This is an optimization exercise on Yosys and OpenROAD, whose aim is small area, a short achievable clock period and few clock cycles, not a production implementation.
The RTL was checked by simulation tests, not by an equivalence proof against the original design.
No activity file was given, so power comes from the tool's default toggle rates.

`design/flow/config.mk`:
```
export PLATFORM = sky130hd
export DESIGN_NAME = rle_codec
export DESIGN_NICKNAME = rle_codec
export VERILOG_FILES = /design/flow/design.v
export SDC_FILE = /design/flow/constraint.sdc
export NUM_CORES = 4
export LEC_CHECK = 0
export CAP_MARGIN = 20
export CORE_MARGIN = 2
export CORE_UTILIZATION = 40
export PLACE_DENSITY = 0.6
export SLEW_MARGIN = 20
```
`design/flow/constraint.sdc`:
```
create_clock -name core_clock -period 6.0 [get_ports {clk}]
set_input_delay 1.2000 -clock core_clock [delete_from_list [all_inputs] [get_ports {clk}]]
set_output_delay 1.2000 -clock core_clock [all_outputs]
set_load 0.01 [all_outputs]
```
`design/flow/design.v`:
```
module rle_codec (
    input  wire        clk,
    input  wire        rst,
    input  wire        in_valid,
    output wire        in_ready,
    input  wire [7:0]  in_data,
    input  wire        in_last,
    input  wire        in_mode,
    output wire        out_valid,
    input  wire        out_ready,
    output wire [7:0]  out_data,
    output wire        done,
    output wire        err,
    output wire [15:0] err_pos
);
    localparam K_LITE = 3'd0;   
    localparam K_REPE = 3'd1;   
    localparam K_EXP  = 3'd2;   
    localparam K_STRM = 3'd3;   
    localparam K_DERR = 3'd4;   
    reg  [9:0] sq0, sq1;        
    reg        sv0, sv1;
    reg        in_rdy;
    assign in_ready = in_rdy;
    wire       push_in = in_valid && in_rdy;
    wire       pop_in;
    wire [7:0] hd = sq0[7:0];
    wire       hl = sq0[8];
    wire       hm = sq0[9];
    wire       hv = sv0;
    always @(posedge clk) begin
        if (rst) begin
            sv0    <= 1'b0;
            sv1    <= 1'b0;
            in_rdy <= 1'b1;
        end else begin
            if (pop_in) begin
                if (sv1) begin
                    sq0 <= sq1;
                    if (push_in) begin
                        sq1 <= {in_mode, in_last, in_data};
                    end else begin
                        sv1 <= 1'b0;
                    end
                end else if (push_in) begin
                    sq0 <= {in_mode, in_last, in_data};
                end else begin
                    sv0 <= 1'b0;
                end
                in_rdy <= 1'b1;
            end else if (push_in) begin
                if (sv0) begin
                    sq1    <= {in_mode, in_last, in_data};
                    sv1    <= 1'b1;
                    in_rdy <= 1'b0;
                end else begin
                    sq0 <= {in_mode, in_last, in_data};
                    sv0 <= 1'b1;
                end
            end
        end
    end
    reg  [2:0]  qk [0:3];
    reg  [15:0] qp [0:3];
    reg         ql [0:3];
    reg  [1:0]  qw, qr;
    reg  [2:0]  qcnt;
    wire        q_full  = qcnt[2];
    wire        q_empty = (qcnt == 3'd0);
    reg         push_q;
    reg  [2:0]  push_k;
    reg  [15:0] push_p;
    reg         push_l;
    wire        pop_q;
    wire [2:0]  hk = qk[qr];
    wire [15:0] hp = qp[qr];
    wire        hlq = ql[qr];
    always @(posedge clk) begin
        if (push_q) begin
            qk[qw] <= push_k;
            qp[qw] <= push_p;
            ql[qw] <= push_l;
        end
    end
    always @(posedge clk) begin
        if (rst) begin
            qw   <= 2'd0;
            qr   <= 2'd0;
            qcnt <= 3'd0;
        end else begin
            if (push_q) qw <= qw + 2'd1;
            if (pop_q)  qr <= qr + 2'd1;
            qcnt <= qcnt + {2'b00, push_q} - {2'b00, pop_q};
        end
    end
    reg  [7:0] lbuf [0:127];
    reg  [6:0] wp;              
    reg  [6:0] ra;              
    reg  [7:0] bocc;            
    reg        wr1, wr2;        
    reg  [7:0] pv;
    wire [6:0] wp1 = wp + 7'd1;
    wire       pf_load;
    genvar gi;
    generate
        for (gi = 0; gi < 128; gi = gi + 1) begin : g_lbuf
            always @(posedge clk) begin
                if ((wr1 && wp == gi) || (wr2 && wp1 == gi))
                    lbuf[gi] <= pv;
            end
        end
    endgenerate
    always @(posedge clk) begin
        if (rst) begin
            wp   <= 7'd0;
            bocc <= 8'd0;
        end else begin
            wp   <= wp + {5'd0, wr2, wr1 & ~wr2};
            bocc <= bocc + {6'd0, wr2, wr1 & ~wr2} - {7'd0, pf_load};
        end
    end
    reg        infr;            
    reg        fmode;           
    wire       cm = infr ? fmode : hm;
    reg  [1:0] pk;              
    reg        inrun;           
    reg  [6:0] rcm;             
    reg  [6:0] ll;              
    reg        eflush;          
    localparam D_FLAG = 2'd0;
    localparam D_LIT  = 2'd1;
    localparam D_REP  = 2'd2;
    reg  [1:0]  dst;
    reg  [6:0]  dk;             
    reg  [15:0] pos;            
    reg  [15:0] fsp;            
    wire        strm_take;      
    wire eq      = (hd == pv);
    wire room2   = (bocc <= 8'd126);
    wire room1   = !bocc[7];
    wire enc_room = inrun || (pk == 2'd2 ? (eq || (ll == 7'd127 ? room1 : room2)) : (pk == 2'd0 || eq || room1));
    wire half    = !inrun && pk == 2'd2 && !eq && ll == 7'd127;
    wire enc_ok  = hv && !cm && !eflush && !q_full && enc_room;
    wire enc_go  = enc_ok && !half;
    wire enc_hf  = enc_ok && half;
    wire dec_go  = hv && cm && !eflush && (dst == D_LIT ? strm_take : !q_full);
    wire fl_go   = eflush && !q_full && (inrun || (pk == 2'd2 && ll != 7'd127 ? room2 : room1));
    assign pop_in = enc_go || dec_go;
    always @(*) begin
        push_q = 1'b0;
        push_k = K_LITE;
        push_p = 16'd0;
        push_l = 1'b0;
        wr1    = 1'b0;
        wr2    = 1'b0;
        if (fl_go) begin
            if (inrun) begin
                push_q = 1'b1;
                push_k = K_REPE;
                push_p = {1'b0, rcm, pv};
                push_l = 1'b1;
            end else begin
                wr1 = (pk != 2'd0);
                wr2 = (pk == 2'd2) && (ll != 7'd127);
                push_q = 1'b1;
                push_k = K_LITE;
                if (ll == 7'd127 && pk == 2'd2) begin
                    push_p = {9'd0, 7'd127};
                    push_l = 1'b0;
                end else begin
                    push_p = {9'd0, ll + {5'd0, pk} - 7'd1};
                    push_l = 1'b1;
                end
            end
        end else if (enc_hf) begin
            wr1    = 1'b1;
            push_q = 1'b1;
            push_k = K_LITE;
            push_p = {9'd0, 7'd127};
        end else if (enc_go) begin
            if (inrun) begin
                if (!(eq && rcm != 7'd127)) begin
                    push_q = 1'b1;
                    push_k = K_REPE;
                    push_p = {1'b0, rcm, pv};
                end
            end else if (pk == 2'd2 && eq) begin
                if (ll != 7'd0) begin
                    push_q = 1'b1;
                    push_k = K_LITE;
                    push_p = {9'd0, ll - 7'd1};
                end
            end else if (pk != 2'd0 && !eq) begin
                wr1 = 1'b1;
                wr2 = (pk == 2'd2);
                if (ll == 7'd127 || (pk == 2'd2 && ll == 7'd126)) begin   
                    push_q = 1'b1;
                    push_k = K_LITE;
                    push_p = {9'd0, 7'd127};
                end
            end
        end else if (dec_go) begin
            if (dst == D_FLAG) begin
                if (hl) begin
                    push_q = 1'b1;
                    push_k = K_DERR;
                    push_p = pos;
                end else if (!hd[7]) begin
                    push_q = 1'b1;
                    push_k = K_STRM;
                end
            end else if (dst == D_REP) begin
                push_q = 1'b1;
                push_k = K_EXP;
                push_p = {1'b0, dk, hd};
                push_l = hl;
            end
        end
    end
    always @(posedge clk) begin
        if (rst) begin
            infr   <= 1'b0;
            fmode  <= 1'b0;
            pk     <= 2'd0;
            inrun  <= 1'b0;
            rcm    <= 7'd0;
            ll     <= 7'd0;
            eflush <= 1'b0;
            pv     <= 8'd0;
            dst    <= D_FLAG;
            dk     <= 7'd0;
            pos    <= 16'd0;
            fsp    <= 16'd0;
        end else begin
            if (pop_in) begin
                infr  <= !hl;
                fmode <= cm;
            end
            if (fl_go) begin
                if (inrun) begin
                    inrun  <= 1'b0;
                    eflush <= 1'b0;
                end else if (ll == 7'd127 && pk == 2'd2) begin
                    ll <= 7'd0;
                    pk <= 2'd1;
                end else begin
                    ll     <= 7'd0;
                    pk     <= 2'd0;
                    eflush <= 1'b0;
                end
            end else if (enc_hf) begin
                ll <= 7'd0;
                pk <= 2'd1;
            end else if (enc_go) begin
                if (hl) eflush <= 1'b1;
                if (inrun) begin
                    if (eq && rcm != 7'd127) begin
                        rcm <= rcm + 7'd1;
                    end else begin
                        inrun <= 1'b0;
                        pv    <= hd;
                        pk    <= 2'd1;
                    end
                end else if (pk == 2'd2 && eq) begin
                    ll    <= 7'd0;
                    inrun <= 1'b1;
                    rcm   <= 7'd2;
                    pk    <= 2'd0;
                end else if (pk == 2'd1 && eq) begin
                    pk <= 2'd2;
                end else begin
                    if (pk == 2'd2) begin
                        ll <= ll + 7'd2;
                    end else if (pk == 2'd1) begin
                        ll <= ll + 7'd1;
                    end
                    pv <= hd;
                    pk <= 2'd1;
                end
            end else if (dec_go) begin
                pos <= hl ? 16'd0 : pos + 16'd1;
                case (dst)
                D_FLAG: begin
                    fsp <= pos;
                    dk  <= hd[6:0];
                    if (!hl) dst <= hd[7] ? D_REP : D_LIT;
                end
                D_REP: begin
                    dst <= D_FLAG;
                end
                default: begin
                    dk <= dk - 7'd1;
                    if (hl || dk == 7'd0) dst <= D_FLAG;
                end
                endcase
            end
        end
    end
    reg        ov;
    reg  [7:0] ob;
    reg        done_r, err_r;
    reg [15:0] errp_r;
    reg        need_done;
    reg        bact;
    reg  [2:0] bk;
    reg  [6:0] bcnt;            
    reg  [7:0] bv;
    reg        blast;
    reg  [7:0] pf;              
    assign out_valid = ov;
    assign out_data  = ob;
    assign done      = done_r;
    assign err       = err_r;
    assign err_pos   = errp_r;
    wire can_load  = !ov || out_ready;
    wire be_free   = can_load && !need_done && !bact;
    wire start     = be_free && !q_empty;
    assign pop_q   = start;
    wire strm_cur  = can_load && !need_done && bact && bk == K_STRM;
    wire strm_new  = start && hk == K_STRM;
    assign strm_take = (strm_cur || strm_new) && hv && cm && dst == D_LIT;
    wire lite_more = can_load && !need_done && bact && bk == K_LITE && bcnt != 7'd0;
    assign pf_load = (start && hk == K_LITE) || lite_more;
    always @(posedge clk) begin
        if (pf_load) pf <= lbuf[ra];
    end
    always @(posedge clk) begin
        if (rst) begin
            ov        <= 1'b0;
            ob        <= 8'd0;
            done_r    <= 1'b0;
            err_r     <= 1'b0;
            errp_r    <= 16'd0;
            need_done <= 1'b0;
            bact      <= 1'b0;
            bk        <= K_LITE;
            bcnt      <= 7'd0;
            bv        <= 8'd0;
            blast     <= 1'b0;
            ra        <= 7'd0;
        end else begin
            done_r <= 1'b0;
            if (pf_load) ra <= ra + 7'd1;
            if (can_load) begin
                if (need_done) begin
                    ov        <= 1'b0;
                    done_r    <= 1'b1;
                    need_done <= 1'b0;
                end else if (bact) begin
                    case (bk)
                    K_LITE: begin
                        ov   <= 1'b1;
                        ob   <= pf;
                        bcnt <= bcnt - 7'd1;
                        if (bcnt == 7'd0) begin
                            bact <= 1'b0;
                            if (blast) begin
                                need_done <= 1'b1;
                                err_r     <= 1'b0;
                                errp_r    <= 16'd0;
                            end
                        end
                    end
                    K_REPE: begin
                        ov   <= 1'b1;
                        ob   <= bv;
                        bact <= 1'b0;
                        if (blast) begin
                            need_done <= 1'b1;
                            err_r     <= 1'b0;
                            errp_r    <= 16'd0;
                        end
                    end
                    K_EXP: begin
                        ov   <= 1'b1;
                        ob   <= bv;
                        bcnt <= bcnt - 7'd1;
                        if (bcnt == 7'd0) begin
                            bact <= 1'b0;
                            if (blast) begin
                                need_done <= 1'b1;
                                err_r     <= 1'b0;
                                errp_r    <= 16'd0;
                            end
                        end
                    end
                    default: begin  
                        if (strm_take) begin
                            ov <= 1'b1;
                            ob <= hd;
                            if (hl || dk == 7'd0) begin
                                bact <= 1'b0;
                                if (hl) begin
                                    need_done <= 1'b1;
                                    err_r     <= (dk != 7'd0);
                                    errp_r    <= (dk != 7'd0) ? fsp : 16'd0;
                                end
                            end
                        end else begin
                            ov <= 1'b0;
                        end
                    end
                    endcase
                end else if (!q_empty) begin
                    bk    <= hk;
                    blast <= hlq;
                    bv    <= hp[7:0];
                    case (hk)
                    K_LITE: begin
                        ov   <= 1'b1;
                        ob   <= {1'b0, hp[6:0]};
                        bcnt <= hp[6:0];
                        bact <= 1'b1;
                    end
                    K_REPE: begin
                        ov   <= 1'b1;
                        ob   <= {1'b1, hp[14:8]};
                        bact <= 1'b1;
                    end
                    K_EXP: begin
                        ov   <= 1'b1;
                        ob   <= hp[7:0];
                        bcnt <= hp[14:8] - 7'd1;
                        if (hp[14:8] == 7'd0) begin
                            if (hlq) begin
                                need_done <= 1'b1;
                                err_r     <= 1'b0;
                                errp_r    <= 16'd0;
                            end
                        end else begin
                            bact <= 1'b1;
                        end
                    end
                    K_STRM: begin
                        if (strm_take) begin
                            ov <= 1'b1;
                            ob <= hd;
                            if (hl || dk == 7'd0) begin
                                if (hl) begin
                                    need_done <= 1'b1;
                                    err_r     <= (dk != 7'd0);
                                    errp_r    <= (dk != 7'd0) ? fsp : 16'd0;
                                end
                            end else begin
                                bact <= 1'b1;
                            end
                        end else begin
                            ov   <= 1'b0;
                            bact <= 1'b1;
                        end
                    end
                    default: begin  
                        ov     <= 1'b0;
                        done_r <= 1'b1;
                        err_r  <= 1'b1;
                        errp_r <= hp;
                    end
                    endcase
                end else begin
                    ov <= 1'b0;
                end
            end
        end
    end
endmodule
```
`design/flow/run.sh`:
```
#!/bin/bash
# synth_recipe.tcl (not shown) runs the flow's synth.tcl, then flattens the netlist and writes it again
# the make line also repeats each setting of config.mk as NAME=value (left out here)
make -C /OpenROAD-flow-scripts/flow DESIGN_CONFIG=/design/flow/config.mk WORK_HOME=/design/flow/orfs CLKGATE_MAP_FILE= SYNTH_SCRIPT=/design/flow/synth_recipe.tcl finish
```
==> run notes <==
outcome=no timing/DRC/antenna violations; vias in the first global route=37900; FF-to-FF Start=ra[6]; # port buffers=41; Hold Slack=0.459 ns; Worst Path Max Fanout=31; initial DRC count=8769; CTS Buf Count=141; worst slew pin tran=1.37 ns; hold buffer count at cts=0; via count=42400; Post-synth EDFFs=1132; largest net degree at the start of global routing=86; CP Capture Type=flop; Pint=16.2 mW; Final Routed Wirelength=270000 um; Leak=21.7 nW; I/O pin count=42; leading cell types by count after synthesis=1132 x edfxtp_1, 243 x and3_1, 235 x a22oi_1; post-layout min period=5.40 ns; # fillers=11600; DRT Pass-1 Iters=8; worst skew pair latency=0.81 ns; Most used DFF post-synth=edfxtp_1; switch share=27.4%; Mean Syn Cell Area=13.9 um2; Startpoint Class=flop; Overall Global Routing Usage=39.0%; area grow syn2layout=17.7%; sw power=6.14 mW; Setup CP Type=flop to flop; nets=4200; # DRC=0; power per cell area=357 nW/um2; Post-Synthesis Cells=3847; Die W=369 um; Mapped Nets=3914; Chip Height=369 um; Reg clk slew, reported paths=0.06 ns; CTS tree=done; routability cong.=1.10; sequential power share=46.1%; Max H-tree Level=4; crit path launch=ra[6]; Worst Hold Class=flop to flop; fmax=185 MHz; top-count cell post-synth=edfxtp_1; CP arrival=5.94 ns; max_cap viols=0; clock tree buffer depth=3; Area contributors post-synth=edfxtp_1 64%, dfxtp_1 5.7%, a22oi_1 3.3%; Final Slew Violations=0; Synth top area share=63.8%; Setup-failing EPs final=0; starting density of the core=40.4%; Max IR drop VDD=0.288 mV; Yosys top cell by area=edfxtp_1; Post-CTS Setup Inserts=0; clk sinks=1283; Clk pwr share=40.1%; Async S/R FF share, synth=0%; Slew HR=8.68%; first-pass GRT wire length=353000 um; setup TNS=0 ns; grt ovf=0; core area=132000 um2; setup repair after global routing missed its margin=no; Yosys warning count=2; Die ar.=136000 um2; Yosys cell types=90; post-synthesis sequential area ratio=69.5%; final hold violations=0; Root Buffer=clkbuf_16; # placed instances=5745; Synth Register Bits=1283; non-filler instance count after layout=6028; initial antenna violation count=45; Avg WL per Cell=44.9 um; Tcrit/Tclk final=90.0%; Post-Route Skew=0.0411 ns; Comb power frac=13.9%; synthesized area=53300 um2; Final ANT Viol Nets=0; DP HPWL=186000 um; proportion of layout cells with a drive suffix above 1=16.6%; Resized cells post-CTS=0; hold_sp=errp_r[4]; Req. time, crit path=6.54 ns; num rows=133; Via density=7.03
[critical path: stages, from the launching register on]
cell       delay, ns
dfxtp_1         1.01
nor3b_2         0.29
buf_4           0.41
and3_1          0.40
a2111oi_0       1.07
nand3_1         0.41
nor4_1          0.56
nand4_1         0.49
mux2_4          0.42
[state kept, by name (all words and copies together), names as in the netlist, 3 cells and up, named ones only]
register / flops
ql: 4
ll: 7
ra: 7
bk: 3
bcnt: 7
errp_r: 16
sq1: 10
ob: 8
qk: 12
pv: 8
bocc: 8
dk: 7
sq0: 10
lbuf: 1024
pf: 8
qp: 64
rcm: 7
bv: 8
pos: 16
qcnt: 3
fsp: 16
wp: 7
[cells by family after synthesis]
logic type | share of synthesized area [%]
flops | 69.5
simple gates | 12.3
compound gates | 11.7
buf+inv | 2.48
xor+xnor | 1.04
mux | 1.74
fa+ha+maj | 1.30
[routing by layer]
metal | GRT usage (%) | share of wire [%] | wire [um] | up-vias
met3 | 17.8 | 16 | 44100 | 946
li1 | - | - | - | 16100
met5 | 1.46 | 0.16 | 428 | -
met2 | 52.3 | 40 | 107000 | 4153
met4 | 26.8 | 8.3 | 22400 | 32
met1 | 49.7 | 36 | 96200 | 21200
[stage by stage]
step / utilization, % / total power [mW] / area (um2) / setup slack [ns]
after global routing: 47.6 / 22.9 / 62700 / 0.777
after floorplan: - / 12.3 / 53300 / 1.18
final: 47.6 / 22.4 / 62700 / 0.600
after detailed placement: 44.0 / 13.5 / 57900 / 0.769
after global placement: 43.9 / 13.5 / 57900 / 0.732
after CTS: 47.5 / 22.3 / 62700 / 1.05
[final timing paths]
kind	to	slack (ns)	cells after the start
worst max-delay path	pf[7]	0.60	8
worst min-delay path	errp_r[4]	0.46	1
worst max register to register	pf[7]	0.60	8
worst min register to register	errp_r[4]	0.46	1
[cell type report]
cell class,instances,area [um2],area share [%]
diodes,26,65.1,0.104
clock buffers,173,3760,6.00
clock inverters,84,963,1.54
inverters,65,244,0.389
multi-input cells,2242,15300,24.4
flip-flops and latches,1283,37100,59.1
well taps,1755,2200,3.50
repair buffers,400,3120,4.97
[power groups by stage]
stage               clock network (mW)  logic, mW  registers (mW)
floorplan                            0       1.75            10.5
CTS                               8.96       3.04            10.3
global route                      9.29       3.29            10.3
global placement                     0       3.04            10.5
detailed placement                   0       3.03            10.5
finish                            8.97       3.11            10.3
[cells in the final DEF (no fill, tap or decap), types with 19 or more instances in the layout]
cell             netlist  layout
edfxtp_1            1132    1132
buf_4                  2     359
and3_1               243     243
a22oi_1              235     235
nand3_1              223     223
nand2_1              181     181
nor2_1               186     160
clkbuf_16              0     144
dfxtp_1              151     139
o22ai_1              129     126
nand4_1              111     111
a21oi_1               86      86
a32oi_1               77      77
o21ai_0               65      65
a2111oi_0             78      65
inv_1                 64      64
ha_1                  49      49
xnor2_1               44      44
nor4_1                48      44
nor3_1                43      42
clkdlybuf4s50_1        0      40
o2bb2ai_1             33      33
and2_1                31      28
diode_2                0      26
clkinv_1               0      26
nor2_2                 0      25
clkbuf_1             215      24
clkinv_2               0      23
mux2i_1               21      21
mux4_2                20      20
a31oi_1               20      20
nor2b_1               23      19
nand2b_1              19      19
xor2_1                19      19
Testbench counts, summed over its fixed seeds: cycles 148,829.

==> separate check: timing with driven ports <==
Ports are ideal in the flow. The routed layout listed here was re-timed in OpenROAD.
Step 1 sets driving cells, clkbuf_16 on the clock port and buf_2 on the other inputs (assumed; they add their load-dependent delay and slew).
Step 2 also shifts input and output timing later by t, the mid clock arrival at the registers, as if the neighbouring blocks saw the same clock.
a / b / c = no drivers / after step 1 / after step 2; a / b = the first two.
shift t [ns]: 0.869
setup slack, ns: 0.600 / 0.600 / 0.600
latest minus earliest clock arrival (ns): 0.056 / 0.056
slew at the worst register clock pin (ns): 0.07 / 0.07
cell pins on the clock port's net: 1
After both steps setup and hold are still met in this run. For this run, drivers alone change the setup slack by 0.000 ns; drivers and shift together by 0.000 ns.
